From an optimization exercise on the open Yosys and OpenROAD flow, aimed at small area, a short achievable clock period and few clock cycles; shortcuts taken in it are not production practice.
Only simulation tests tie the RTL to the original design; equivalence was not proved.
Power figures rest on the tool's default switching activity, not on a simulated workload.

==> flow/design.v <==
module stcp_compress (
    input  wire       clk,
    input  wire       rst,           
    input  wire       cmd_valid,
    output wire       cmd_ready,
    input  wire [1:0] cmd_op,        
    input  wire [1:0] cmd_plane,
    input  wire [1:0] cmd_mode,      
    input  wire [5:0] cmd_len,
    input  wire       in_valid,
    output reg        in_ready,
    input  wire [7:0] in_data,
    output wire       out_valid,
    input  wire       out_ready,
    output wire [7:0] out_data,
    output wire       res_valid,
    output wire [2:0] res_kind,
    output wire [5:0] res_len,
    output wire [7:0] res_dsize,
    output wire [7:0] res_psize,
    output wire       res_degraded,
    output wire       res_err,
    output wire       act_method
);
    localparam K_NONE = 3'd0, K_REPEAT = 3'd1, K_ALLZERO = 3'd2, K_DELTA = 3'd3,
               K_PACK = 3'd4, K_NOGAIN = 3'd5;
    localparam FD = 7;               
    integer k, jj;
    reg  [4:0]   ph;
    reg  [255:0] ring0, ring1, ring2;
    reg  [5:0]   zcnt;               
    wire         zact = (zcnt != 6'd0);
    reg          act;                
    reg       cq_v, cq_row;
    reg [1:0] cq_op, cq_plane, cq_mode;
    reg [5:0] cq_len;
    assign cmd_ready = ~cq_v;
    reg       a_v, a_started;
    reg [1:0] a_plane, a_mode;
    reg [5:0] a_len, a_acc;
    reg [7:0] q0d, q1d;
    reg       q0v, q0f, q0l, q1v, q1f, q1l;
    reg        p_v, p_row, p_done;
    reg  [1:0] p_plane, p_mode;
    reg  [5:0] p_len;
    reg        all_eq, all_zero;
    reg  [5:0] dlen;                 
    reg  [5:0] doff;
    reg  [3:0] drun;
    reg  [5:0] plen;
    reg  [7:0] pval;
    reg  [1:0] pseg;                 
    reg        plit;
    reg  [5:0] pf;                   
    reg  [5:0] ptr;                  
    reg  [31:0] dm, em;
    reg  [2:0] t_kind;
    reg        t_err, t_deg, t_clr, t_clract;
    reg        o_act, o_sel, o_rep, o_ehdr;
    reg  [1:0] o_plane;
    reg  [4:0] o_tgt;                
    reg  [4:0] o_left;               
    reg  [4:0] o_ptl;                
    wire [32:0] o_ptd;               
    reg  [4:0] o_off;                
    reg  [4:0] o_rem;                
    reg        o_rnz;                
    reg  [31:0] o_mask;
    assign o_ptd = 33'd1 << o_ptl;
    reg  [7:0] f [0:FD-1];
    reg  [3:0] fc;
    reg        f_ne, f_sp2, ov;
    reg        r0v, r1v, r_done;
    reg [27:0] r0, r1;               
    reg [5:0]  rleft;                
    assign out_data  = f[0];
    assign out_valid = ov;             
    assign res_valid = r_done;
    assign {res_kind, res_len, res_dsize, res_psize, res_degraded, res_err, act_method} = r0;
    wire pop_b   = out_valid & out_ready;
    wire r_fire  = r_done;
    wire       o_fin_now;
    reg        ph0;                  
    reg        o_now;                
    wire       o_free   = ~o_act | (o_now & f_sp2);
    wire       dec_row  = p_v & p_row & p_done & ph0 & o_free & ~r1v;
    wire       dec_tok  = p_v & ~p_row & ~o_act & ~r1v;
    wire       p_start_ok = ~p_v | dec_row;
    wire       proc     = q0v & (q0f ? (ph0 & p_start_ok) : 1'b1);
    wire       proc_first = proc & q0f;
    wire [1:0] pl   = q0f ? a_plane : p_plane;
    wire [7:0] head0 = ring0[7:0], head1 = ring1[7:0], head2 = ring2[7:0];
    wire [7:0] headp = (pl == 2'd0) ? head0 : (pl == 2'd1) ? head1 : head2;
    wire [7:0] rbyte = zact ? 8'd0 : headp;
    wire       diff  = (q0d != rbyte);
    wire       nz    = (q0d != 8'd0);
    wire       eqp   = ~q0f & (q0d == pval);
    wire [3:0] b_drun = q0f ? 4'd0 : drun;
    wire [5:0] b_doff = q0f ? 6'd0 : doff;
    wire [5:0] b_dlen = q0f ? 6'd0 : dlen;
    reg  [5:0] n_dlen;
    reg  [3:0] n_drun;
    reg  [5:0] n_doff;
    always @(*) begin
        if (diff) begin
            n_doff = 6'd0;
            if (b_drun == 4'd0 || b_drun == 4'd8) begin
                n_dlen = b_dlen + ((b_doff >= 6'd31) ? 6'd3 : 6'd2);
                n_drun = 4'd1;
            end else begin
                n_dlen = b_dlen + 6'd1;
                n_drun = b_drun + 4'd1;
            end
        end else begin
            n_dlen = b_dlen;
            n_drun = 4'd0;
            n_doff = b_doff + 6'd1;
        end
    end
    reg  [5:0] n_plen, n_pf;
    reg  [7:0] n_pval;
    reg  [1:0] n_pseg;
    reg        n_plit;
    wire       ps1 = (pseg == 2'd1), ps2 = (pseg == 2'd2);
    wire [2:0] cold = ps1 ? {2'b00, ~plit} + 3'd1 : ps2 ? {2'b00, ~plit} + 3'd2 : 3'd2;
    wire [2:0] cnew = nz ? ((ps1 | ps2) ? 3'd1 : 3'd2) : 3'd0;
    always @(*) begin
        n_plen = plen; n_pval = pval; n_pseg = pseg; n_plit = plit; n_pf = pf;
        if (q0f) begin
            n_plen = 6'd0; n_pval = q0d; n_pseg = 2'd1; n_plit = 1'b0;
            n_pf = nz ? 6'd2 : 6'd0;
        end else if (eqp) begin
            n_pseg = (pseg == 2'd3) ? 2'd3 : pseg + 2'd1;
            if (nz) begin
                if (ps1) n_pf = pf + 6'd1;
                else if (ps2 & ~plit) n_pf = pf - 6'd1;
            end
        end else begin
            n_plen = plen + {3'd0, cold};
            n_plit = ps1 | ps2;
            n_pf   = plen + {3'd0, cold} + {3'd0, cnew};
            n_pval = q0d;
            n_pseg = 2'd1;
        end
    end
    wire       has_d  = p_mode[0];                       
    wire       has_p  = p_mode[1];                       
    wire [5:0] plen_f = pf;
    wire [5:0] ptrim  = ptr;
    wire [5:0] lenx   = p_len;
    wire       dg     = has_d & (dlen < lenx);
    wire       pg     = has_p & (plen_f < lenx);
    reg  [2:0] d_kind;
    always @(*) begin
        if (all_eq)        d_kind = K_REPEAT;
        else if (all_zero) d_kind = K_ALLZERO;
        else if (dg & pg)  d_kind = (dlen < plen_f) ? K_DELTA :
                                    (plen_f < dlen) ? K_PACK  : (act ? K_PACK : K_DELTA);
        else if (dg)       d_kind = K_DELTA;
        else if (pg)       d_kind = K_PACK;
        else               d_kind = K_NOGAIN;
    end
    wire       cand   = ~all_eq & ~all_zero;
    wire       d_isd  = (d_kind == K_DELTA);
    wire       d_isp  = (d_kind == K_PACK);
    wire [5:0] d_len  = d_isd ? dlen : d_isp ? plen_f : 6'd0;
    wire [7:0] d_dsz  = (cand & has_d) ? {2'b00, dlen} : 8'hFF;
    wire [7:0] d_psz  = (cand & has_p) ? {2'b00, plen_f} : 8'hFF;
    wire       d_act  = d_isd ? 1'b0 : d_isp ? 1'b1 : act;
    wire [27:0] d_res = {d_kind, d_len, d_dsz, d_psz, 1'b0, 1'b0, d_act};
    wire [27:0] t_res = {t_kind, 6'd0, 8'hFF, 8'hFF, t_deg, t_err, act & ~t_clract};
    wire [7:0] tail0 = ring0[255:248], tail1 = ring1[255:248], tail2 = ring2[255:248];
    wire [7:0] sbyte = (o_plane == 2'd0) ? tail0 : (o_plane == 2'd1) ? tail1 : tail2;
    wire       o_step = o_now & f_sp2;
    wire       mk0    = o_mask[31];
    reg  [2:0] dn1;
    always @(*) begin
        dn1 = 3'd7;
        for (k = 6; k >= 0; k = k - 1)
            if (!o_mask[k]) dn1 = k[2:0];            
    end
    reg  [5:0] rcnt;
    reg  [7:0] rhdr;
    always @(*) begin
        rcnt = 6'd31; rhdr = 8'd0 - 8'd31;
        for (k = 30; k >= 0; k = k - 1)
            if (!o_mask[k]) begin rcnt = k[5:0]; rhdr = 8'd0 - k; end
    end
    reg  [5:0] lm1;                  
    always @(*) begin
        lm1 = 6'd31;
        for (k = 31; k >= 1; k = k - 1)
            if (o_ptd[k] || (k <= 29 && !o_mask[k-1] && o_mask[k] && o_mask[(k+1) % 32]))
                lm1 = k - 1;
    end
    reg  [1:0] npush;
    reg  [7:0] pa, pb;
    reg  [4:0] n_orem, n_ooff;
    reg        n_orep, n_oehdr;
    always @(*) begin
        npush = 2'd0; pa = sbyte; pb = sbyte;
        n_orem = o_rem; n_ooff = o_off; n_orep = o_rep; n_oehdr = o_ehdr;
        if (!o_sel) begin
            if (o_rnz) begin
                npush = 2'd1; pa = sbyte; n_orem = o_rem - 5'd1; n_ooff = 5'd0;
            end else if (!mk0) begin
                n_ooff = o_off + 5'd1;
                if (o_mask[0] && o_off == 5'd30) begin
                    npush = 2'd1; pa = 8'h1F; n_oehdr = 1'b1;
                end
            end else begin
                npush = 2'd2;
                pa = o_ehdr ? 8'h00 : {dn1, o_off};
                pb = sbyte;
                n_orem = {2'd0, dn1};
                n_ooff = 5'd0;
                n_oehdr = 1'b0;
            end
        end else begin
            if (o_rnz) begin
                npush = o_rep ? 2'd0 : 2'd1; pa = sbyte; n_orem = o_rem - 5'd1;
            end else if (o_mask[0] & o_mask[1]) begin
                npush = 2'd2; pa = rhdr; pb = sbyte;
                n_orem = rcnt[4:0]; n_orep = 1'b1;
            end else begin
                npush = 2'd2; pa = {2'b00, lm1}; pb = sbyte;
                n_orem = lm1[4:0]; n_orep = 1'b0;
            end
        end
    end
    wire [1:0] npush_e = o_step ? npush : 2'd0;
    assign o_fin_now = o_step & (o_left == {3'd0, npush});
    wire a_take = in_valid & in_ready;
    wire [5:0] a_acc1 = a_acc + 6'd1;
    wire [5:0] a_acc_n = a_take ? a_acc1 : a_acc;
    wire a_end1 = (a_acc1 == a_len), a_end0 = (a_acc == a_len);
    wire a_rel = a_v & (a_take ? a_end1 : a_end0) & (a_started | (proc_first));
    wire [1:0] cp = cq_plane;
    wire conflict = (p_v & p_row & p_plane == cp) | (o_act & o_plane == cp)
                  | (q0v & q0f & a_plane == cp);
    wire a_disp = cq_v & cq_row & (~a_v | a_rel) & ~conflict;
    wire t_disp = cq_v & ~cq_row & ~a_v & ~q0v & ~q1v & ~p_v;
    wire zc = p_v & p_row & ({1'b0, ph} >= p_len);
    always @(posedge clk) begin
        ring0 <= {((proc && pl == 2'd0) ? q0d : (zact ? 8'd0 : head0)), ring0[255:8]};
        ring1 <= {((proc && pl == 2'd1) ? q0d : (zact ? 8'd0 : head1)), ring1[255:8]};
        ring2 <= {((proc && pl == 2'd2) ? q0d : (zact ? 8'd0 : head2)), ring2[255:8]};
        dm <= {(proc ? diff : (zc ? 1'b0 : dm[0])), dm[31:1]};
        em <= {(proc ? eqp  : (zc ? 1'b0 : em[0])), em[31:1]};
    end
    wire [3:0] wpa = fc, wpb = fc + 4'd1;
    integer j;
    always @(posedge clk) begin
        for (j = 0; j < FD; j = j + 1) begin
            if (pop_b) begin
                if (j + 1 < FD) begin
                    if (npush_e != 2'd0 && wpa == j + 1)       f[j] <= pa;
                    else if (npush_e == 2'd2 && wpb == j + 1)  f[j] <= pb;
                    else                                       f[j] <= f[(j + 1) % FD];
                end
            end else begin
                if (npush_e != 2'd0 && wpa == j)               f[j] <= pa;
                else if (npush_e == 2'd2 && wpb == j)          f[j] <= pb;
            end
        end
    end
    wire [3:0] fc_np = fc + {2'd0, npush_e};
    wire [3:0] fc_p  = fc_np - 4'd1;
    wire [3:0] fc_n  = pop_b ? fc_p : fc_np;
    wire [1:0] npe   = npush_e;
    wire       fne_np = (fc != 4'd0) | (npe != 2'd0);
    wire       fne_p  = (fc >= 4'd2) | ((fc == 4'd1) & (npe != 2'd0)) | (npe == 2'd2);
    wire       fsp_np = (npe == 2'd0) ? (fc <= FD - 2) : (npe == 2'd1) ? (fc <= FD - 3) : (fc <= FD - 4);
    wire       fsp_p  = (npe == 2'd0) ? (fc <= FD - 1) : (npe == 2'd1) ? (fc <= FD - 2) : (fc <= FD - 3);
    wire       fne_n = pop_b ? fne_p : fne_np;
    wire       fsp_n = pop_b ? fsp_p : fsp_np;
    always @(posedge clk) begin
        if (rst) begin
            ph <= 5'd0; ph0 <= 1'b1; o_now <= 1'b0;
            zcnt <= 6'd32;
            act <= 1'b0;
            cq_v <= 1'b0;
            a_v <= 1'b0; a_started <= 1'b0; a_acc <= 6'd0;
            in_ready <= 1'b0;
            q0v <= 1'b0; q1v <= 1'b0;
            p_v <= 1'b0; p_done <= 1'b0;
            o_act <= 1'b0;
            fc <= 4'd0; f_ne <= 1'b0; f_sp2 <= 1'b1; ov <= 1'b0;
            r0v <= 1'b0; r1v <= 1'b0; r_done <= 1'b0; rleft <= 6'd0;
        end else begin
            ph <= ph + 5'd1;
            ph0 <= (ph == 5'd31);
            if (zcnt != 6'd0) zcnt <= zcnt - 6'd1;
            if (cmd_valid & ~cq_v) begin
                cq_v <= 1'b1;
                cq_op <= cmd_op; cq_plane <= cmd_plane; cq_mode <= cmd_mode; cq_len <= cmd_len;
                cq_row <= (cmd_op == 2'd0) && (cmd_plane != 2'd3) && (cmd_mode != 2'd0)
                          && (cmd_len != 6'd0) && (cmd_len <= 6'd32);
            end else if (a_disp | t_disp) begin
                cq_v <= 1'b0;
            end
            if (a_disp) begin
                a_v <= 1'b1; a_started <= 1'b0; a_acc <= 6'd0;
                a_plane <= cq_plane; a_mode <= cq_mode; a_len <= cq_len;
            end else begin
                if (a_rel) a_v <= 1'b0;
                a_acc <= a_acc_n;
                if (proc_first) a_started <= 1'b1;
            end
            begin : iq
                reg v0, v1, f0, f1, l0, l1;
                reg [7:0] d0, d1;
                v0 = q0v; v1 = q1v; f0 = q0f; f1 = q1f; l0 = q0l; l1 = q1l; d0 = q0d; d1 = q1d;
                if (proc) begin v0 = v1; f0 = f1; l0 = l1; d0 = d1; v1 = 1'b0; end
                if (a_take) begin
                    if (!v0) begin v0 = 1'b1; d0 = in_data; f0 = (a_acc == 6'd0); l0 = a_end1; end
                    else     begin v1 = 1'b1; d1 = in_data; f1 = (a_acc == 6'd0); l1 = a_end1; end
                end
                q0v <= v0; q1v <= v1; q0f <= f0; q1f <= f1; q0l <= l0; q1l <= l1; q0d <= d0; q1d <= d1;
            end
            begin : ir
                reg c0, c1, sp0, sp1;
                c0  = (a_acc < a_len) && (ph + 5'd2 == a_acc[4:0]);
                c1  = (a_acc1 < a_len) && (ph + 5'd2 == a_acc1[4:0]);
                sp0 = ~(q0v & q1v) | proc;               
                sp1 = ~(q0v | q1v) | (~(q0v & q1v) & proc);
                if (a_disp)
                    in_ready <= (ph == 5'd30) && (a_take ? sp1 : sp0);
                else
                    in_ready <= a_v && (a_take ? (c1 && sp1) : (c0 && sp0));
            end
            if (proc) begin
                if (q0f) begin
                    p_v <= 1'b1; p_row <= 1'b1;
                    p_plane <= a_plane; p_mode <= a_mode; p_len <= a_len;
                    all_eq <= ~diff; all_zero <= ~nz;
                end else begin
                    if (diff) all_eq <= 1'b0;
                    if (nz) all_zero <= 1'b0;
                end
                dlen <= n_dlen; drun <= n_drun; doff <= n_doff;
                plen <= n_plen; pval <= n_pval; pseg <= n_pseg; plit <= n_plit; pf <= n_pf;
                if (nz) ptr <= {1'b0, ph} + 6'd1;
                else if (q0f) ptr <= 6'd0;
                p_done <= q0l;
            end else if (dec_row | dec_tok) begin
                p_v <= 1'b0; p_done <= 1'b0;
            end else if (t_disp) begin
                p_v <= 1'b1; p_row <= 1'b0;
                t_err <= 1'b0; t_deg <= 1'b0; t_clr <= 1'b0; t_clract <= 1'b0;
                t_kind <= K_NONE;
                case (cq_op)
                    2'd0: begin
                        if (cq_plane == 2'd3)      t_err <= 1'b1;
                        else if (cq_mode == 2'd0)  t_kind <= K_NOGAIN;
                        else if (cq_len > 6'd32) begin t_kind <= K_NOGAIN; t_deg <= 1'b1; end
                        else                       t_kind <= K_REPEAT;
                    end
                    2'd1: t_clr <= 1'b1;
                    2'd2: begin t_clr <= 1'b1; t_clract <= 1'b1; end
                    default: ;
                endcase
            end
            if (dec_row) begin
                if (d_isd) act <= 1'b0;
                if (d_isp) act <= 1'b1;
            end
            if (dec_tok) begin
                if (t_clr) zcnt <= 6'd32;
                if (t_clract) act <= 1'b0;
            end
            o_now <= (dec_row & (d_isd | d_isp)) |
                     (o_act & ~o_fin_now & (o_now ? f_sp2 : (o_tgt == ph + 5'd1)));
            if (dec_row & (d_isd | d_isp)) begin
                o_act <= 1'b1; o_sel <= d_isp; o_plane <= p_plane;
                o_tgt <= 5'd1; o_left <= d_len[4:0]; o_ptl <= ptrim[4:0];
                o_off <= 5'd0; o_rem <= 5'd0; o_rnz <= 1'b0; o_rep <= 1'b0; o_ehdr <= 1'b0;
            end else if (o_step) begin
                if (o_fin_now) o_act <= 1'b0;
                o_tgt <= o_tgt + 5'd1;
                o_left <= o_left - {3'd0, npush};
                o_ptl <= o_ptl - 5'd1;
                o_rem <= n_orem; o_rnz <= (n_orem != 5'd0); o_off <= n_ooff; o_rep <= n_orep; o_ehdr <= n_oehdr;
            end
            fc <= fc_n;
            f_ne <= fne_n;
            f_sp2 <= fsp_n;
            begin : rq
                reg v0, v1;
                reg [27:0] e0, e1;
                reg [5:0] s;
                reg rd;
                v0 = r0v; v1 = r1v; e0 = r0; e1 = r1;
                if (r_fire) begin
                    v0 = v1; e0 = e1; v1 = 1'b0;
                    s = r1[24:19];
                    rd = r1v & (r1[24:19] == 6'd0);
                end else begin
                    s = rleft - {5'd0, pop_b};
                    rd = r0v & (pop_b ? (rleft == 6'd1) : (rleft == 6'd0));
                end
                r_done <= rd;
                ov <= fne_n & ~rd;
                if (dec_row | dec_tok) begin
                    if (!v0) begin v0 = 1'b1; e0 = dec_row ? d_res : t_res; s = dec_row ? d_len : 6'd0; end
                    else     begin v1 = 1'b1; e1 = dec_row ? d_res : t_res; end
                end
                r0v <= v0; r1v <= v1; r0 <= e0; r1 <= e1; rleft <= s;
            end
        end
    end
    always @(posedge clk) begin
        if (dec_row)
            o_mask <= d_isp ? {em[0], em[31:1]} : {dm[0], dm[31:1]};
        else begin
            o_mask <= {o_mask[0], (o_step ? 1'b0 : o_mask[31]), o_mask[30:1]};
        end
    end
endmodule
==> flow/flow/run.sh <==
#!/bin/bash
set -euo pipefail
sed 's/SETUP_SLACK_MARGIN=[^ ]*/SETUP_SLACK_MARGIN=5.4/' standard.sh > standard_m.sh
bash standard_m.sh > flow_make.log 2>&1
==> flow/standard.sh <==
#!/bin/bash
# synth_recipe.tcl (not shown) runs the flow's synth.tcl, then flattens the netlist and writes it again
# the make line also repeats each setting of config.mk as NAME=value (left out here)
make -C /OpenROAD-flow-scripts/flow DESIGN_CONFIG=/design/flow/config.mk WORK_HOME=/design/flow/orfs CLKGATE_MAP_FILE= SYNTH_SCRIPT=/design/flow/synth_recipe.tcl "${@:-finish}"
==> flow/config.mk <==
export PLATFORM = sky130hd
export DESIGN_NAME = stcp_compress
export DESIGN_NICKNAME = stcp_compress
export VERILOG_FILES = /design/flow/design.v
export SDC_FILE = /design/flow/constraint.sdc
export NUM_CORES = 4
export LEC_CHECK = 0
export CAP_MARGIN = 20
export CORE_MARGIN = 2
export CORE_UTILIZATION = 65
export CTS_CLUSTER_DIAMETER = 100
export CTS_CLUSTER_SIZE = 30
export SETUP_SLACK_MARGIN = 5
export SLEW_MARGIN = 20
==> flow/constraint.sdc <==
create_clock -name core_clock -period 8.5 [get_ports {clk}]
set_input_delay 1.7000 -clock core_clock [delete_from_list [all_inputs] [get_ports {clk}]]
set_output_delay 1.7000 -clock core_clock [all_outputs]
set_load 0.01 [all_outputs]
==> metrics list, run 1 <==
- Outcome: timing/DRC/antenna clean
- Relative to the synthesized area, the layout overhead comes to 11.8%.
- After detailed routing, the average wire length per cell comes to 21.4 um.
- Data required time at the worst endpoint: 8.86 ns
- Global-route wire length before repair: 121000 um
- In this run the worst path has a maximum fanout of 11.
* Share of synthesized area occupied by flip-flops and latches: 0.707
- For this run, design rule violations remaining after detail routing come to 0.
- Placeable core region: 54000 um2
* Layout Nets: 3095
- Maximum buffer depth of the clock tree: 3
* FFs w/ async S/R, synth: 0
- Of the available clock period, the critical path in the final layout requires 0.368.
- Synthesized area: 35600 um2
- 65 I/O pins were placed.
- In this run the vertical extent of the chip is 238 um.
- Across all register-to-register paths, the minimum setup slack is 5.37 ns.
* Total wire length after detailed routing: 79300 um
- Number of max-slew violations in the final report: 0
- In the global route stage, met2 resource usage came out at 0.465.
- After the first detailed-routing iteration, the DRC count stood at 2048.
- Final Wtd Congestion: 0.906
- After synthesis, the netlist uses 87 different library cells.
* R2R Path Start: pf[1]
* Busiest metal layer after global routing: met2
- The synthesized design contains 1154 register bits.
* CTS sink count: 1154
- Initial Util: 0.659
- Instance count of the mapped netlist: 2857
* Count of hold buffers inserted by post-cts repair: 0
- CTS tree: yes
- Buffers inserted during clock tree synthesis total 45.
- DP HPWL: 51000 um
- The die covers 56700 um2.
- For the pin with the worst max-slew slack, the measured transition is 0.950 ns.
- The final count of hold timing violations is 0.
- Cell count after placement: 3523
- Worst R2R Path Depth: 11
- The finished layout holds 3703 standard cells, fillers aside.
* Capture point of the critical path: r0[19]
- Arrival time at the worst endpoint: 3.49 ns
- The worst setup path is of the reg -> reg kind.
- The most used flip-flop cell after synthesis is dfxtp_1.
- In this run the core area contains 85 standard-cell rows.
- Largest net degree at the start of global routing: 71
- Max-cap violations: 0
- During placement, the flow inserted port buffers numbering 64.
- In this run the worst setup path begins at pf[1].
- GR Layer Usage met3: 0.0317
* Number of warning messages in the yosys log: 2
* Drt via density: 5.84
* Sum of overflow across all layers after global routing: 0
* Startpoint class of the critical path: register
- Worst rel slew slack: 0.367
- Post-synth EDFFs: 206
* IR Drop Worst-Case VDD: 0.237 mV
- STA classifies the critical path endpoint as a register.
- Setup repair after global routing could not meet its margin everywhere.
* Classification of the worst-slack hold path: reg -> reg
- Number of H-tree branching levels: 2
- Synth Area per Inst: 12.5 um2
- Number of diodes added for antenna fixing: 0
- In this run the critical register-to-register path is captured at r0[19].
- Power Density: 228 nW/um2
* Total Negative Setup Slacks: 0 ns
* Library cell used as clock root buffer: clkbuf_16
- Clock-pin slew was measured on the worst setup and hold paths at 0.12 ns.
- Final setup violating endpoints: 0
* Fmax: 0.320 GHz
- Post-layout min period: 3.13 ns
- From left edge to right edge, the die measures 238 um.
- On the final layout, the worst clock skew is 0.0343 ns.
- The clock reaches the later pin of the worst-skew pair after 0.63 ns.
- Synthesis produced a netlist with a net count of 2963.
* Antenna violations before repair: 1
- The detail route stage leaves a number of antenna-violating nets equal to 0.
* Detailed-route via count: 21600
- For this design the static power due to leakage is 15.1 nW.
- The number of global-route vias before repair was 21100.
* Global routing met1 resource utilization: 0.375
- Before antenna repair, the detailed router went through 5 iterations.
* Fraction of layout cells with a size suffix above 1: 0.114
* Total global routing track utilization: 0.275
worst min path at each step:
stage,cells after the start,endpoint,start
after global routing,0,ring2[29],ring2[37]
after detailed placement,0,ring0[27],ring0[35]
after CTS,0,ring2[29],ring2[37]
after global placement,0,ring2[115],ring2[123]
after floorplan,0,ring0[0],ring0[8]
final,0,ring2[29],ring2[37]
worst max-delay path, stage by stage (launching register included):
cell and delay (ns):
edfxtp_1 0.51, ha_1 0.35, nor2b_1 0.15, o21a_1 0.13, o21a_1 0.11, o21ai_0 0.08, a211o_1 0.38, o211a_4 0.28
buf_12 0.14, clkbuf_16 0.18, a22oi_2 0.39, o22ai_1 0.15
cells by family (layout without fill, tap and decap cells):
kind of cell               count (synthesis)  after routing  share of synthesized area
AOI/OAI and AO/OA                        542            545                     0.0978
xor gates and xnor gates                  92             92                     0.0226
adders and majority gates                 83             83                     0.0303
buffers and inverters                    199            342                     0.0228
DFF                                     1154           1154                      0.707
muxes                                    108            109                     0.0311
and+or+nand+nor                          679            682                     0.0885
per-layer routing:
layer | part of all wire | wire length (um) | vias to the layer above
met3 | 0.060 | 4780 | 165
met2 | 0.48 | 38100 | 769
met1 | 0.43 | 34000 | 10500
met5 | 0 | 0 | -
met4 | 0.030 | 2380 | 0
li1 | - | - | 10200
registers in the layout (all words and copies together) (netlist names), 28 cells and up:
name / cells
ring0: 256
ring1: 256
ring2: 256
o_mask: 32
f: 56
r0: 28
dm: 32
em: 32
per-stage QoR:
stage	cell area (um2)	util	worst slack (ns)	hold WS, ns	power, mW
2_1_floorplan	35700	-	5.31	0.310	6.35
3_3_place_gp	36800	0.681	4.14	0.310	6.49
3_5_place_dp	36800	0.681	4.03	0.312	6.53
4_1_cts	39000	0.722	5.18	0.325	9.08
5_1_grt	39800	0.737	5.21	0.329	9.38
6_report	39800	0.737	5.37	0.323	9.07
cell usage after synthesis (all sizes together) (16+ instances only):
library cell	instances	area [um2]
dfxtp	948	19000
a21oi	129	646
xnor2	46	403
inv	86	323
ha	75	938
o21ai	164	825
xor2	46	403
nor2b	30	188
nor3	23	115
nand2b	26	163
o211ai	57	428
a211oi	17	145
nand3	74	375
mux2i	98	993
buf	33	190
nand2	205	769
nor2	212	803
o21a	16	120
edfxtp	206	6190
clkbuf	77	289
nand4	20	125
and3	16	100
o22ai	28	175
where the power goes:
| part | switching (mW) | total (mW) | internal [mW] |
|---|---|---|---|
| Clock | 1.59 | 2.62 | 1.03 |
| Sequential | 0.0906 | 5.82 | 5.73 |
| Combinational | 0.351 | 0.636 | 0.285 |
cells in the final DEF (no fill, tap or decap), drive strengths merged, types with 20 or more instances in the layout:
cell           count
dfxtp            948
nor2             214
edfxtp           206
nand2            206
o21ai            165
a21oi            130
buf              121
mux2i             99
inv               88
ha                75
nand3             74
clkbuf            63
o211ai            57
xor2              46
xnor2             46
dlygate4sd2       30
nor2b             30
o22ai             28
nand2b            26
nor3              23
clkdlybuf4s50     21
nand4             20
layout make-up:
type | instances | area, um2
inverter | 89 | 375
fill | 3571 | 14200
clock buffer | 61 | 1210
tap | 696 | 871
timing repair buffer | 188 | 1750
multi-input combinational | 1511 | 10400
sequential | 1154 | 25200
clock inverter | 4 | 68.8
what timing repair did:
| item | in CTS | in global routing |
|---|---|---|
| buffers inserted | 62 | 42 |
| gates cloned | 7 | 4 |
| resized for setup | 128 | 94 |
| pin swaps | 19 | 44 |
| setup endpoints to repair | 292 | 221 |
Testbench counts, summed over its fixed seeds: cycles 123,060.
==> run 2, diff against run 1 <==
--- a/flow/design.v
+++ b/flow/design.v
@@ -123,7 +123,9 @@
     reg        n_plit;
     wire       ps1 = (pseg == 2'd1), ps2 = (pseg == 2'd2);
     wire [2:0] cold = ps1 ? {2'b00, ~plit} + 3'd1 : ps2 ? {2'b00, ~plit} + 3'd2 : 3'd2;
-    wire [2:0] cnew = nz ? ((ps1 | ps2) ? 3'd1 : 3'd2) : 3'd0;
+    wire [2:0] cnz  = cold + ((ps1 | ps2) ? 3'd1 : 3'd2);    
+    wire [5:0] pfa  = plen + {3'd0, cold};                   
+    wire [5:0] pfb  = plen + {3'd0, cnz};
     always @(*) begin
         n_plen = plen; n_pval = pval; n_pseg = pseg; n_plit = plit; n_pf = pf;
         if (q0f) begin
@@ -136,9 +138,9 @@
                 else if (ps2 & ~plit) n_pf = pf - 6'd1;
             end
         end else begin
-            n_plen = plen + {3'd0, cold};
+            n_plen = pfa;
             n_plit = ps1 | ps2;
-            n_pf   = plen + {3'd0, cold} + {3'd0, cnew};
+            n_pf   = nz ? pfb : pfa;
             n_pval = q0d;
             n_pseg = 2'd1;
         end
--- a/flow/config.mk
+++ b/flow/config.mk
@@ -9,6 +9,6 @@
 export CORE_MARGIN = 2
 export CORE_UTILIZATION = 65
 export CTS_CLUSTER_DIAMETER = 100
-export CTS_CLUSTER_SIZE = 30
+export CTS_CLUSTER_SIZE = 25
 export SETUP_SLACK_MARGIN = 5
 export SLEW_MARGIN = 20
==> metrics list, run 2 <==
- Average routed wire per standard cell: 20.7 um
* Yosys top cell area share: 0.529
- Highest-count cells in the layout ignoring fill and taps: 945 x dfxtp_1, 257 x nor2_1, 206 x edfxtp_1, 198 x nand2_1, 169 x a21oi_1
* R2R Path Start: o_ptl[0]
* Internal Power: 7.17 mW
- The share of total power dissipated in combinational logic is 0.064.
- The worst hold path begins at ring0[228].
* Die outline height: 239 um
* Worst rel slew slack: 0.386
* Highest cell delay on the worst timing path: 0.52 ns
* Leakage power: 14.7 nW
* Synth Area per Inst: 12.4 um2
* Number of warning messages in the yosys log: 2
- On the final layout, the worst clock skew is 0.0363 ns.
- In the global route stage, overall resource usage came out at 0.266.
- Fraction of layout cells with a size suffix above 1: 0.0933
* Number of stages on the worst hold path: 0
- The flow ran to the end and the layout has no timing, DRC or antenna violations.
- Clock tree synthesis inserted a total of 52 buffers.
- At the worst endpoint, the arrival time is 1.38 ns.
- The die covers 57100 um2.
- For this design, the slowest cell found on the critical path is edfxtp_1.
- Drt via density: 5.74
- TritonCTS built the clock tree.
- The number of max-slew violations in the final report came to 0.
* Classification of the worst-slack hold path: reg -> reg
* Sum of overflow across all layers after global routing: 0
- VDD sags by at most 0.194 mV.
- Clock-pin slew was measured on the worst setup and hold paths at 0.10 ns.
- The tree is rooted in a clkbuf_16.
- The number of global-route vias before repair was 21000.
- Data on the critical path is required at its endpoint by 6.80 ns.
- For this run, the register share of the synthesized area comes to 0.702.
- After routing, the total negative slack on setup checks comes to 0 ns.
- STA classifies the critical path endpoint as a primary output.
* Placeable core region: 54800 um2
* CTS sink count: 1154
- The synthesized netlist contains 101 unique library cells.
* Least-Margin Pin Slew: 0.918 ns
- Unrepaired setup endpoints after global routing: true
- Clock latency on the worst-skew pair, taken at its later pin, is 0.66 ns.
- The worst setup path is of the reg -> out kind.
- Largest net degree at the start of global routing: 77
* Final Wtd Congestion: 0.924
- Number of diodes added for antenna fixing: 0
- Sorting the synthesized cells by area gives the leading types as dfxtp_1 53%, edfxtp_1 17%, nor2_1 2.7%.
- The endpoint identified for the worst register-to-register timing path is o_rnz.
- For this run, the top clock speed supported by timing is 0.325 GHz.
* Share of power burned in the clock network: 0.304
* Setup slack of the worst register-to-register path: 5.48 ns
- Most common cell in the netlist: dfxtp_1
- For this design the total switching power over the nets is 2.05 mW.
* Post-synthesis register bit count: 1154
- Number of H-tree branching levels: 2
* Count of input and output buffers: 64
* Violation count after the first detailed-route iteration: 1720
- Maximum buffer depth of the clock tree: 3
- Die width: 239 um
- Standard-cell rows: 86
* Sw Ratio: 0.222
- Of all flip-flops after synthesis, the portion carrying an async set or reset was 0.
- Along the worst path, the maximum fanout reaches 2.
- In this run the count of I/O pins placed on the die edge is 65.
* Buffers and inverters on the worst path: 1
- In this run the remaining antenna-violating nets after routing total 0.
- The routed design has 76100 um of wire.
- DP HPWL: 49000 um
- Most used DFF post-synth: dfxtp_1
- In the final layout, the registers with the most flip-flops are ring0 x256, ring1 x256, ring2 x256.
- The cell family contributing the most delay on the critical path is flip-flops.
- Worst-path cell chain: buf_2
- Measured on the finished design, the core utilization comes to 0.719.
- Antenna violations before repair: 1
* Reg power frac: 0.632
* Layout-stage area growth over the synthesis result: 9.79%
- Initial Util: 0.655
- Summing every instance area after synthesis gives 35900 um2.
- Yosys mapped a number of flops with a built-in enable equal to 206.
- Startpoint class of the critical path: register
- The first global-routing pass estimated 118000 um of wire.
- Final setup violating endpoints: 0
- The pre-antenna-repair detailed-routing pass consisted of 5 iterations.
- Final Hold Fails: 0
* Remaining routing DRC violations: 0
- Instance count of the mapped netlist: 2894
- The clock period could shrink to 3.08 ns.
- Detailed-route via count: 21100
* Final instance count without filler cells: 3672
* Top cell types by occurrence after synthesis: 948 x dfxtp_1, 262 x nor2_1, 206 x edfxtp_1
- For hold timing, the worst endpoint is ring0[220].
* Net count after synthesis: 3003
- Worst R2R Path Depth: 10
- In this run, placement finished with an instance count of 3556.
* Count of hold buffers inserted by post-cts repair: 0
- The final layout contains 3060 nets.
- Max-cap violations: 0
- Of all cell types, the one taking the most synthesized area is dfxtp_1.
* Final period utilization: 0.362
* Power Density: 234 nW/um2
- The library cell used most frequently in the layout, excluding fill and tap cells, is dfxtp_1.
==> run 2: cell count changes in the layout (fill, tap and decap cells not counted), sizes merged, moves of 15 or more <==
| cell | change |
|---|---|
| a21oi | +47 |
| buf | -53 |
| nor2 | +50 |
| o211ai | -51 |
| o21ai | -45 |
| dlygate4sd2 | -16 |
| a211oi | +20 |
| nor3 | +15 |
| nand3 | -20 |
==> run 2: power groups by stage <==
stage	sequential [mW]	clock (mW)	combinational (mW)
after floorplan	5.92	0	0.418
after global placement	5.94	0	0.535
after detailed placement	5.95	0	0.565
after CTS	5.82	2.85	0.573
after global routing	5.84	3.04	0.654
final	5.83	2.81	0.590
==> run 2: worst max-delay path by stage <==
stage	end	slack, ns	from	depth (start not counted)
detailed placement	ov	4.63	out_ready	9
floorplan	r1[0]	5.04	rst	2
finish	res_len[5]	5.42	r0[24]	1
global placement	ov	4.66	out_ready	9
CTS	res_valid	5.22	r_done	2
global route	f[5][0]	5.36	o_off[0]	8
==> run 2: stage by stage <==
stage | hold WS (ns) | setup slack [ns] | power (mW) | instance area (um2)
after floorplan | 0.310 | 5.04 | 6.34 | 35900
after detailed placement | 0.312 | 4.63 | 6.52 | 37000
after global routing | 0.314 | 5.36 | 9.54 | 39400
after CTS | 0.319 | 5.22 | 9.25 | 38900
after global placement | 0.311 | 4.66 | 6.48 | 37000
final | 0.315 | 5.42 | 9.22 | 39400
==> run 2: layout make-up <==
cell class / instances / area, um2
Clock buffer: 68 / 1400
Tap cell: 704 / 881
Inverter: 82 / 318
Sequential cell: 1154 / 25200
Timing Repair Buffer: 123 / 1150
Clock inverter: 3 / 60.1
Multi-Input combinational cell: 1537 / 10400
Fill cell: 3579 / 15400
Timing Repair inverter: 1 / 5.00
==> run 2: timing repair <==
item / CTS / global route
endpoints found under the hold margin: 0 / 0
setup endpoints to repair: 226 / 240
cloned: 4 / 1
pin swaps: 3 / 15
gates resized for setup: 131 / 76
setup buffers: 20 / 20
==> run 2: logic make-up after synthesis <==
| family | after synthesis | share of synthesized area |
|---|---|---|
| AO/OA/AOI/OAI | 531 | 0.0975 |
| multiplexers | 102 | 0.0296 |
| flip-flops | 1154 | 0.702 |
| adder cells (fa/ha/maj) | 84 | 0.0306 |
| buffers and inverters | 204 | 0.0238 |
| XOR/XNOR | 90 | 0.0220 |
| AND/OR/NAND/NOR | 729 | 0.0946 |
==> run 2: metal layers <==
layer  track usage  wire [um]
met1         0.352      33000
met5             0          0
met3        0.0334       3710
met4        0.0977       2520
met2         0.451      36900
Testbench counts of run 2, summed over its fixed seeds: cycles 123,060.
==> run 3, diff against run 2 <==
==> flow/run.sh (new file) <==
#!/bin/bash
# synth_recipe.tcl (not shown) runs the flow's synth.tcl, then flattens the netlist and writes it again
# the make line also repeats each setting of config.mk as NAME=value (left out here)
make -C /OpenROAD-flow-scripts/flow DESIGN_CONFIG=/design/flow/config.mk WORK_HOME=/design/flow/orfs CLKGATE_MAP_FILE= SYNTH_SCRIPT=/design/flow/synth_recipe.tcl finish
--- a/flow/config.mk
+++ b/flow/config.mk
@@ -9,6 +9,6 @@
 export CORE_MARGIN = 2
 export CORE_UTILIZATION = 65
 export CTS_CLUSTER_DIAMETER = 100
-export CTS_CLUSTER_SIZE = 25
+export CTS_CLUSTER_SIZE = 30
 export SETUP_SLACK_MARGIN = 5
 export SLEW_MARGIN = 20
removed: flow/flow/run.sh
removed: flow/standard.sh
==> metrics list, run 3 <==
- After the flow finishes, the layout carries non-filler instances totaling 3632.
- From left edge to right edge, the die measures 239 um.
- 0 antenna diodes ended up in the layout.
- Between clock sinks in the finished design, the worst skew comes to 0.0362 ns.
* Most used DFF post-synth: dfxtp_1
* Worst-path maximum fanout: 2
* Final period utilization: 0.411
- Clock tree synthesis inserted a total of 45 buffers.
* Instance count of the mapped netlist: 2894
* CTS tree: yes
- Kind of cell adding the most delay to the critical path: buffers and inverters
* Maximum buffer depth of the clock tree: 3
* Fillers: 3610
* Top cell types by occurrence after synthesis: 948 x dfxtp_1, 262 x nor2_1, 206 x edfxtp_1
* CP max stage cell: clkdlybuf4s50_1
- Summed over all instances, the cell type with the most area after synthesis is dfxtp_1.
* Met2 WL post-DR: 37500 um
- After routing, the total negative slack on setup checks comes to 0 ns.
* Buffers and inverters on the worst path: 1
- Drt via density: 5.79
* Startpoint class of the critical path: register
- Of the post-synthesis cell area, the dominant cell type holds 0.529.
- Entering global routing, the biggest net connects 81 pins.
- In this run the cell area of the synthesized design comes to 35900 um2.
- The number of different library cells used by synthesis comes to 101.
- The congestion estimate from routability-driven global placement came to 0.927.
* Count of input and output buffers: 64
- The area growth from synthesis to layout is 7.44%.
- Max-cap violations: 0
- At the worst endpoint, the arrival time is 1.79 ns.
- The signal on the critical path passes through clkdlybuf4s50_1.
- Standard-cell rows: 86
- Uppermost layer routed: met4
* Endpoint type of the worst setup path: primary output
- Summed over all nets, wire length on met3 after detailed routing comes to 3850 um.
- The library cell used most frequently in the layout, excluding fill and tap cells, is dfxtp_1.
* Sum of overflow across all layers after global routing: 0
- Once detail routing completed, the nets flagged for antenna violations numbered 0.
- CTS sink count: 1154
* Number of warning messages in the yosys log: 2
- A synthesized cell averages 12.4 um2.
- Total design power: 9.07 mW
* Largest registers: ring0 x256, ring1 x256, ring2 x256
* CTS clock-pin slew for the worst setup and hold paths: 0.12 ns
- Die area: 57100 um2
* Met1 wire length: 32400 um
- The worst pin sits at a relative slew slack of 0.314.
- The number of global-route vias before repair was 20700.
- Among all cell types in the netlist, the one instantiated most often is dfxtp_1.
* Least-Margin Pin Slew: 1.02 ns
* First-pass DRT Iterations: 6
- Top-level port count: 65
- Setup violations remaining at the end of the flow were counted as 0.
* Violation count after the first detailed-route iteration: 1938
- The synthesized design contains 206 enable-type register cells.
- Highest cell delay on the worst timing path: 0.62 ns
* Layout Nets: 3020
- Total wire length after detailed routing: 76200 um
* Antenna violations before repair: 0
- In the post-synthesis netlist, the biggest area contributors are dfxtp_1 53%, edfxtp_1 17%, nor2_1 2.7%.
- DP HPWL: 49600 um
- Power spread over the standard cell area amounts to 235 nW/um2.
- Initial Util: 0.655
- The top cell types in the final layout, fill and taps aside, are 947 x dfxtp_1, 259 x nor2_1, 206 x edfxtp_1, 201 x nand2_1, 172 x a21oi_1.
* Remaining routing DRC violations: 0
* Worst skew pair latency: 0.65 ns
- In the synthesized netlist the async set-or-reset flop fraction comes to 0.
- At the worst endpoint, the required time is 6.80 ns.
- For this run, the total global-route usage over all layers was measured as 0.265.
* Placeable core region: 54800 um2
- The placed instances occupy a cell area of 37000 um2.
- Kind of critical path: reg -> out
* Classification of the worst-slack hold path: reg -> reg
* Leakage power: 14.3 nW
- Timing would allow up to 0.286 GHz.
- Fraction of layout cells with a size suffix above 1: 0.0570
- Once placement completed, the tool counted placed cells totaling 3558.
* Post-synthesis register bit count: 1154
* Unrepaired setup endpoints after global routing: false
- The run finished with no timing, DRC or antenna violations.
- Global-route wire length before repair: 117000 um
- Die outline height: 239 um
* Final Hold Fails: 0
- Summing all multi-input logic gate instances after layout gives 9990 um2.
- Across all layers, the routed design uses 21000 vias.
- The H-tree was split into 2 levels.
- Synthesis produced a netlist with a net count of 3003.
* Library cell used as clock root buffer: clkbuf_16
* IR Drop Worst-Case VDD: 0.173 mV
- Post-layout min period: 3.49 ns
- FF/Latch Area: 25200 um2
* Average routed wire per standard cell: 21.0 um
- Of the synthesized area, sequential elements account for 0.702.
- Final design instance area without fill: 38500 um2
- The number of max-slew violations in the final report is 0.
-- run 3: cell count changes in the layout (fill, tap and decap cells not counted), moves of 6 or more --
cell and change:
clkdlybuf4s50_1 +40, buf_4 -24, dlygate4sd2_1 -13, buf_2 -12
clkbuf_16 -10, clkdlybuf4s15_1 -10, a32oi_1 +6
-- run 3: metal layers --
| metal | GRT usage | vias up |
|---|---|---|
| met2 | 0.457 | 659 |
| met5 | 0 | - |
| li1 | - | 10000 |
| met3 | 0.0289 | 145 |
| met4 | 0.0862 | 0 |
| met1 | 0.352 | 10200 |
-- run 3: power by group --
group / internal [mW] / leakage [nW] / switching, mW
sequential: 5.73 / 9.55 / 0.0983
combinational: 0.268 / 4.11 / 0.313
clock: 1.04 / 0.626 / 1.62
total: 7.04 / 14.3 / 2.03
-- run 3: layout make-up --
class,count,share of cell area
flip-flops and latches,1154,0.653
well taps,704,0.0229
clock inverters,5,0.00312
clock buffers,59,0.0306
repair buffers,90,0.0225
inverters,82,0.00819
multi-input cells,1537,0.259
repair inverters,1,0.000130
-- run 3: kinds of logic after synthesis --
logic type | synth area share
compound gates | 0.0975
xor+xnor | 0.0220
fa+ha+maj | 0.0306
buf+inv | 0.0238
flops | 0.702
mux | 0.0296
simple gates | 0.0946
-- run 3: repair_timing --
item,CTS,global route
cloned,0,2
setup buffers,1,7
pin swaps,0,1
hold buffers,0,0
resized for setup,8,25
endpoints found under the setup margin,40,167
hold endpoints to repair,0,0
-- run 3: metrics by stage --
step | utilization | setup WS (ns) | hold WS, ns
2_1_floorplan | - | 5.03 | 0.310
6_report | 0.703 | 5.01 | 0.319
3_5_place_dp | 0.676 | 4.31 | 0.312
5_1_grt | 0.703 | 5.00 | 0.317
3_3_place_gp | 0.676 | 4.37 | 0.310
4_1_cts | 0.700 | 5.01 | 0.324
-- run 3: final timing paths --
| check | cells after the start | slack, ns | end | from |
|---|---|---|---|---|
| setup / recovery | 1 | 5.01 | res_len[5] | r0[24] |
| hold / removal | 0 | 0.32 | ring1[205] | ring1[213] |
| setup reg to reg | 9 | 5.15 | o_mask[1] | pf[1] |
| hold reg to reg | 0 | 0.32 | ring1[205] | ring1[213] |
==> run 4, diff against run 3 <==
--- a/flow/config.mk
+++ b/flow/config.mk
@@ -9,6 +9,6 @@
 export CORE_MARGIN = 2
 export CORE_UTILIZATION = 65
 export CTS_CLUSTER_DIAMETER = 100
-export CTS_CLUSTER_SIZE = 30
+export CTS_CLUSTER_SIZE = 25
 export SETUP_SLACK_MARGIN = 5
 export SLEW_MARGIN = 20
==> metrics list, run 4 <==
- First-pass DRT Iterations: 6
- 65 I/O pins were placed.
- The placed instances occupy a cell area of 37000 um2.
- Library cell occupying the most area in the post-synthesis netlist: dfxtp_1
- After filler insertion, the fill cell instance count of the layout stands at 3594.
- Leaving out fill and tap cells, the most frequent cell in the layout is dfxtp_1.
- Startpoint class of the critical path: register
- The first global-routing pass estimated 119000 um of wire.
- Yosys printed 2 warnings.
- For this design, the slowest cell found on the critical path is clkdlybuf4s50_1.
- Clock tree synthesis found a total of 1154 sinks.
- Share of synthesized area occupied by flip-flops and latches: 0.702
- In the final routed layout, each cell accounts on average for 21.1 um.
* Worst rel slew slack: 0.331
* Worst skew pair latency: 0.66 ns
- Final design instance area without fill: 38700 um2
* Die width: 239 um
- The floorplan step defined a die boundary enclosing 57100 um2.
- Largest registers: ring0 x256, ring1 x256, ring2 x256
- Count of input and output buffers: 64
- Cells taking the most area after synthesis: dfxtp_1 53%, edfxtp_1 17%, nor2_1 2.7%
- Library cell used as clock root buffer: clkbuf_16
* Final period utilization: 0.408
* Classification of the worst-slack hold path: reg -> reg
- By startpoint and endpoint, the worst setup path is classified as reg -> out.
- Total wire length after detailed routing: 76900 um
* Placeable core region: 54800 um2
- Kind of cell adding the most delay to the critical path: buffers and inverters
- Synthesized area: 35900 um2
- The HPWL after detailed placement is 49600 um.
* Buffers and inverters on the worst path: 1
* Worst-path maximum fanout: 2
* FF/Latch Area: 25200 um2
- For the pin with the worst max-slew slack, the measured transition is 0.996 ns.
* Area taken by multi-input logic gates: 9980 um2
* Max-cap violations: 0
- Maximum buffer depth of the clock tree: 3
* Arrival time at the worst endpoint: 1.77 ns
* Top cell types by occurrence after synthesis: 948 x dfxtp_1, 262 x nor2_1, 206 x edfxtp_1
* Power Density: 238 nW/um2
- The H-tree was split into 2 levels.
* Total Negative Setup Slacks: 0 ns
* Internal Power: 7.16 mW
* Net switching component of the power: 2.05 mW
- Reg power frac: 0.633
- Drt via density: 5.78
- IR Drop Worst-Case VDD: 0.184 mV
- Cell count after placement: 3558
- The clock arrives with 0.0559 ns of skew.
* Final Hold Fails: 0
- Count of hold buffers inserted by post-cts repair: 0
- The signal on the critical path passes through clkdlybuf4s50_1.
- After layout, the design draws a total of 9.20 mW.
- The run finished with no timing, DRC or antenna violations.
* Total CTS buffers: 52
- Antenna violations before repair: 1
- Sw Ratio: 0.222
- Fraction of layout cells with a size suffix above 1: 0.0596
* Combinational share of power: 0.063
* Setup WS post-layout: 5.03 ns
- For this run, the leading register cell type out of synthesis is dfxtp_1.
* Leakage power: 14.4 nW
* DP Worst Slack: 4.31 ns
- Remaining routing DRC violations: 0
* Net count after synthesis: 3003
* Post-synth EDFFs: 206
* Instance count of the mapped netlist: 2894
- The detail route stage leaves a number of antenna-violating nets equal to 0.
- Routability-driven placement finished with a final weighted congestion of 0.927.
- Post-synthesis register bit count: 1154
* Endpoint type of the worst setup path: primary output
- Unrepaired setup endpoints after global routing: false
- The initial utilization of the core area, before any placement, comes to 0.655.
- CTS clock-pin slew for the worst setup and hold paths: 0.10 ns
- Layout-stage area growth over the synthesis result: 7.89%
* Yosys top cell area share: 0.529
* Layout Nets: 3029
- For this run, asynchronously set or reset flops after synthesis account for 0.
* Violation count after the first detailed-route iteration: 1822
* Sum of overflow across all layers after global routing: 0
- Die outline height: 239 um
- Row generation in the floorplan step produced 86 rows.
- Static timing analysis puts the maximum clock frequency at 0.288 GHz.
* Final setup violating endpoints: 0
- For the worst setup path, the data required time is 6.80 ns.
- Entering global routing, the biggest net connects 81 pins.
- Number of max-slew violations in the final report: 0
- Post-layout min period: 3.47 ns
* Via count of the first global-routing pass: 20800
- Detailed-route via count: 21100
- Highest-count cells in the layout ignoring fill and taps: 947 x dfxtp_1, 259 x nor2_1, 206 x edfxtp_1, 201 x nand2_1, 172 x a21oi_1
- For this run, the slowest stage of the critical path takes 0.61 ns.
- CTS tree: yes
- The finished layout holds 3644 standard cells, fillers aside.
- Count of distinct cell types in the synthesized netlist: 101
- Synth Area per Inst: 12.4 um2
- Most common cell in the netlist: dfxtp_1
- Total global routing track utilization: 0.269
- Of the total power, the clock network draws 0.304.
run 4: path summary, 6_finish.rpt:
path	to	slack (ns)	cells after the start	start
worst max-delay path	res_len[5]	5.03	1	r0[24]
worst min-delay path	ring2[196]	0.30	0	ring2[204]
worst min register to register	ring2[196]	0.30	0	ring2[204]
worst max register to register	f[0][2]	5.16	10	o_ptl[0]
run 4: stage by stage:
stage,util,hold WS [ns]
6_report,0.706,0.303
2_1_floorplan,-,0.310
3_3_place_gp,0.676,0.310
4_1_cts,0.703,0.311
3_5_place_dp,0.676,0.312
5_1_grt,0.706,0.322
run 4: repair_timing:
action | in CTS | in global routing
setup endpoints to repair | 42 | 153
cloned | 0 | 2
gates resized for setup | 8 | 23
pin swaps | 0 | 1
setup buffers | 0 | 10
endpoints found under the hold margin | 0 | 0
run 4: final cells by class:
| cell class | count | share of cell area |
|---|---|---|
| timing repair buffer | 92 | 0.0228 |
| timing repair inverter | 1 | 0.000129 |
| tap | 704 | 0.0228 |
| clock inverter | 4 | 0.00175 |
| multi-input combinational | 1537 | 0.258 |
| inverter | 82 | 0.00815 |
| antenna | 2 | 0.000129 |
| sequential | 1154 | 0.651 |
| clock buffer | 68 | 0.0357 |
run 4: per-layer routing:
| layer | vias up | global-route usage | routed length, um |
|---|---|---|---|
| li1 | 10100 | - | - |
| met1 | 10200 | 0.359 | 32800 |
| met2 | 644 | 0.464 | 38100 |
| met3 | 131 | 0.0323 | 3800 |
| met4 | 0 | 0.0765 | 2200 |
| met5 | - | 0 | 0 |
run 4: cells by family after synthesis:
group,count (synthesis),share of synthesized area
flip-flops,1154,0.702
XOR/XNOR,90,0.0220
adder cells (fa/ha/maj),84,0.0306
AO/OA/AOI/OAI,531,0.0975
buffers and inverters,204,0.0238
multiplexers,102,0.0296
AND/OR/NAND/NOR,729,0.0946
run 4: power groups by stage:
stage	registers [mW]	clock network [mW]	logic, mW
after floorplan	5.92	0	0.417
after global placement	5.94	0	0.537
after detailed placement	5.95	0	0.563
after CTS	5.83	2.84	0.572
after global routing	5.84	3.03	0.646
final	5.83	2.79	0.583
==> run 5, diff against run 4 <==
==> flow/flow/run.sh (new file) <==
#!/bin/bash
set -euo pipefail
sed 's/SETUP_SLACK_MARGIN=[^ ]*/SETUP_SLACK_MARGIN=5.5/' standard.sh > standard_m.sh
bash standard_m.sh > flow_make.log 2>&1
==> flow/standard.sh (new file) <==
#!/bin/bash
# synth_recipe.tcl (not shown) runs the flow's synth.tcl, then flattens the netlist and writes it again
# the make line also repeats each setting of config.mk as NAME=value (left out here)
make -C /OpenROAD-flow-scripts/flow DESIGN_CONFIG=/design/flow/config.mk WORK_HOME=/design/flow/orfs CLKGATE_MAP_FILE= SYNTH_SCRIPT=/design/flow/synth_recipe.tcl "${@:-finish}"
removed: flow/run.sh
==> metrics list, run 5 <==
* Final setup violating endpoints: 0
- Maximum buffer depth of the clock tree: 3
* Count of hold buffers inserted by post-cts repair: 0
- First-pass DRT Iterations: 5
- Fillers: 3453
- R2R Path Start: o_plane[0]
* Hold path startpoint: ring1[125]
- Final Hold Fails: 0
* End of the worst register-to-register path: f[0][1]
- Number of warning messages in the yosys log: 2
- Instance count on the critical path: 1
- The core region is 54800 um2.
- Post-synth EDFFs: 206
- Unrepaired setup endpoints after global routing: true
- Final worst clock skew: 0.0536 ns
- Most common cell in the netlist: dfxtp_1
- The finished layout holds 3739 standard cells, fillers aside.
* Drt via density: 5.91
- Leaving out fill and tap cells, the most frequent cell in the layout is dfxtp_1.
- The initial antenna violation count was 0.
- Leakage power: 15.1 nW
* Detailed-route via count: 22100
- Number of H-tree branching levels: 2
- Synthesis produced a netlist with a net count of 3003.
- CP max stage cell: edfxtp_1
- In this run the power density over the cells is 232 nW/um2.
- Grouping stages by cell kind, the critical path spends the most delay in flip-flops.
* Fmax: 0.327 GHz
- At the end of routability-driven placement, the weighted congestion stood at 0.893.
- The total overflow left after global routing is 0.
- Yosys top cell area share: 0.529
* Total CTS buffers: 52
* Data required time at the worst endpoint: 6.80 ns
* Share of synthesized area occupied by flip-flops and latches: 0.702
* Average routed wire per standard cell: 22.7 um
- Arrival time at the worst endpoint: 1.36 ns
- For this configuration, the core starts out at a cell density of 0.655.
- In the layout the commonest cells are 941 x dfxtp_1, 257 x nor2_1, 206 x edfxtp_1, 192 x nand2_1, 163 x a21oi_1.
- Endpoint type of the worst setup path: primary output
* Cell count after placement: 3557
* Synth Area per Inst: 12.4 um2
- Across every metal layer, demand over resource in global routing totals 0.278.
- The number of max-slew violations in the final report came to 0.
- Post-layout min period: 3.06 ns
- Number of stages on the worst hold path: 0
- Count of input and output buffers: 64
- In this run the clock root is driven by a clkbuf_16.
- Clock tree synthesis found a total of 1154 sinks.
- Cells taking the most area after synthesis: dfxtp_1 53%, edfxtp_1 17%, nor2_1 2.7%
- The number of buffers and inverters on the critical path is 1.
- Final ANT Viol Nets: 0
- The mapped netlist covers 35900 um2.
- Die outline height: 239 um
- Violation count after the first detailed-route iteration: 2044
- Largest registers: ring0 x256, ring1 x256, ring2 x256
* CTS clock-pin slew for the worst setup and hold paths: 0.10 ns
* DP HPWL: 48800 um
- Worst-path cell chain: buf_6
* Kind of critical path: reg -> out
- In this run the horizontal extent of the chip is 239 um.
- The number of global-route vias before repair was 21700.
- Die area: 57100 um2
* Post-synthesis register bit count: 1154
- Largest net degree at the start of global routing: 81
- Of the cells placed in the final design, the portion with a size suffix greater than 1 is 0.136.
- Top-level port count: 65
- Startpoint class of the critical path: register
* CTS tree: yes
- VDD sags by at most 0.224 mV.
- The tightest min-delay check is of the reg -> reg type.
- The area growth from synthesis to layout is 12.4%.
- Along the worst path, the maximum fanout reaches 2.
- Final period utilization: 0.360
- For the pin with the worst max-slew slack, the measured transition is 0.884 ns.
- After technology mapping, the gate count stands at 2894.
- The number of antenna diodes in the final layout is 0.
* Total wire length after detailed routing: 84700 um
- The worst register-to-register path has a depth of 8.
- Top cell types by occurrence after synthesis: 948 x dfxtp_1, 262 x nor2_1, 206 x edfxtp_1
- The initialized floorplan defines 86 standard-cell rows.
- Global-route wire length before repair: 123000 um
- After detailed routing, the number of remaining DRC violations is 0.
- Counting flops with an async set or reset pin after synthesis yields a share of 0.
- Among all flip-flop cells after synthesis, the most frequent one is dfxtp_1.
* Worst skew pair latency: 0.68 ns
- The flow ran to the end and the layout has no timing, DRC or antenna violations.
- Highest cell delay on the worst timing path: 0.52 ns
- Headroom to the max-slew limit came out at 0.408.
- For flop-to-flop paths, the worst setup slack is 5.47 ns.
- The largest total area in the synthesized netlist belongs to dfxtp_1.
* End of the worst hold path: ring1[117]
* Layout Nets: 3126
- Setup total negative slack on the finished layout was measured at 0 ns.
- The netlist uses 101 different library cells.
* Max-cap violations: 0
run 5: through the flow:
stage / total power, mW / instance area, um2 / hold slack (ns) / worst slack [ns] / util
global route: 9.62 / 40300 / 0.329 / 5.40 / 0.735
detailed placement: 6.51 / 37000 / 0.312 / 4.18 / 0.676
finish: 9.35 / 40300 / 0.309 / 5.44 / 0.735
floorplan: 6.34 / 36000 / 0.310 / 5.48 / -
CTS: 9.29 / 39200 / 0.313 / 5.34 / 0.716
global placement: 6.48 / 37000 / 0.310 / 4.16 / 0.676
run 5: report_power, final:
part | switching, mW | internal (mW) | total (mW)
clock | 1.69 | 1.18 | 2.87
combinational | 0.356 | 0.289 | 0.645
sequential | 0.0999 | 5.73 | 5.83
run 5: cells by family after synthesis:
kind of cell | share of synthesized area
compound gates | 0.0975
xor+xnor | 0.0220
fa+ha+maj | 0.0306
buf+inv | 0.0238
flops | 0.702
mux | 0.0296
simple gates | 0.0946
run 5: final cells by class:
class / instances / area [um2] / area share
clock buffer: 67 / 1380 / 0.0342
sequential: 1154 / 25200 / 0.625
timing repair inverter: 1 / 7.51 / 0.000186
clock inverter: 5 / 80.1 / 0.00199
inverter: 82 / 324 / 0.00804
multi-input combinational: 1541 / 10700 / 0.266
timing repair buffer: 185 / 1700 / 0.0423
tap: 704 / 881 / 0.0219
run 5: how the worst max path moves through the flow:
stage	startpoint	to
after detailed placement	out_ready	rleft[4]
after CTS	r_done	res_valid
final	r0[9]	res_psize[6]
after global routing	r0[24]	res_len[5]
after global placement	out_ready	rleft[4]
after floorplan	in_valid	in_ready
run 5: layer usage:
layer  share of wire  vias up  GRT usage
met5               0        -          0
met4           0.042        0      0.110
met3           0.057      219     0.0256
met2            0.49      859      0.473
met1            0.41    10700      0.368
li1                -    10300          -
run 5: timing repair:
action / CTS / global route
resized for setup: 228 / 109
setup endpoints to repair: 238 / 229
buffers inserted: 44 / 52
pin swaps: 4 / 32
cloned: 6 / 8

==> what the ideal ports hide <==
In the flow no input, the clock included, has a driving cell. The finished layouts below were timed again as built, in two steps.
Step 1: set_driving_cell puts a clkbuf_16 on clk and a buf_2 on each other input, an assumption about the parent block.
Step 2 moves the port delays by t, midway between the first and last clock arrival at a register: inputs arrive t later, outputs are due t later. That takes back most of the time a late clock gives input paths.
Three values: no drivers, after step 1, after step 2; two values: the first two.
run | t (ns) | setup WS [ns] | worst slew at a driven data input, ns | cell pins on the clock port's net
run 1 | 0.669 | 5.375 / 5.363 / 4.866 | 0.03 | 1
run 2 | 0.700 | 5.422 / 5.357 / 4.833 | 0.04 | 1
run 3 | 0.690 | 5.007 / 4.942 / 4.461 | 0.04 | 1
run 4 | 0.691 | 5.028 / 4.964 / 4.434 | 0.04 | 1
run 5 | 0.710 | 5.438 / 5.378 / 4.849 | 0.04 | 1
After both steps every run listed still meets setup and hold. For run 4, which loses most, drivers alone change the setup slack by -0.064 ns; drivers and shift together by -0.594 ns.
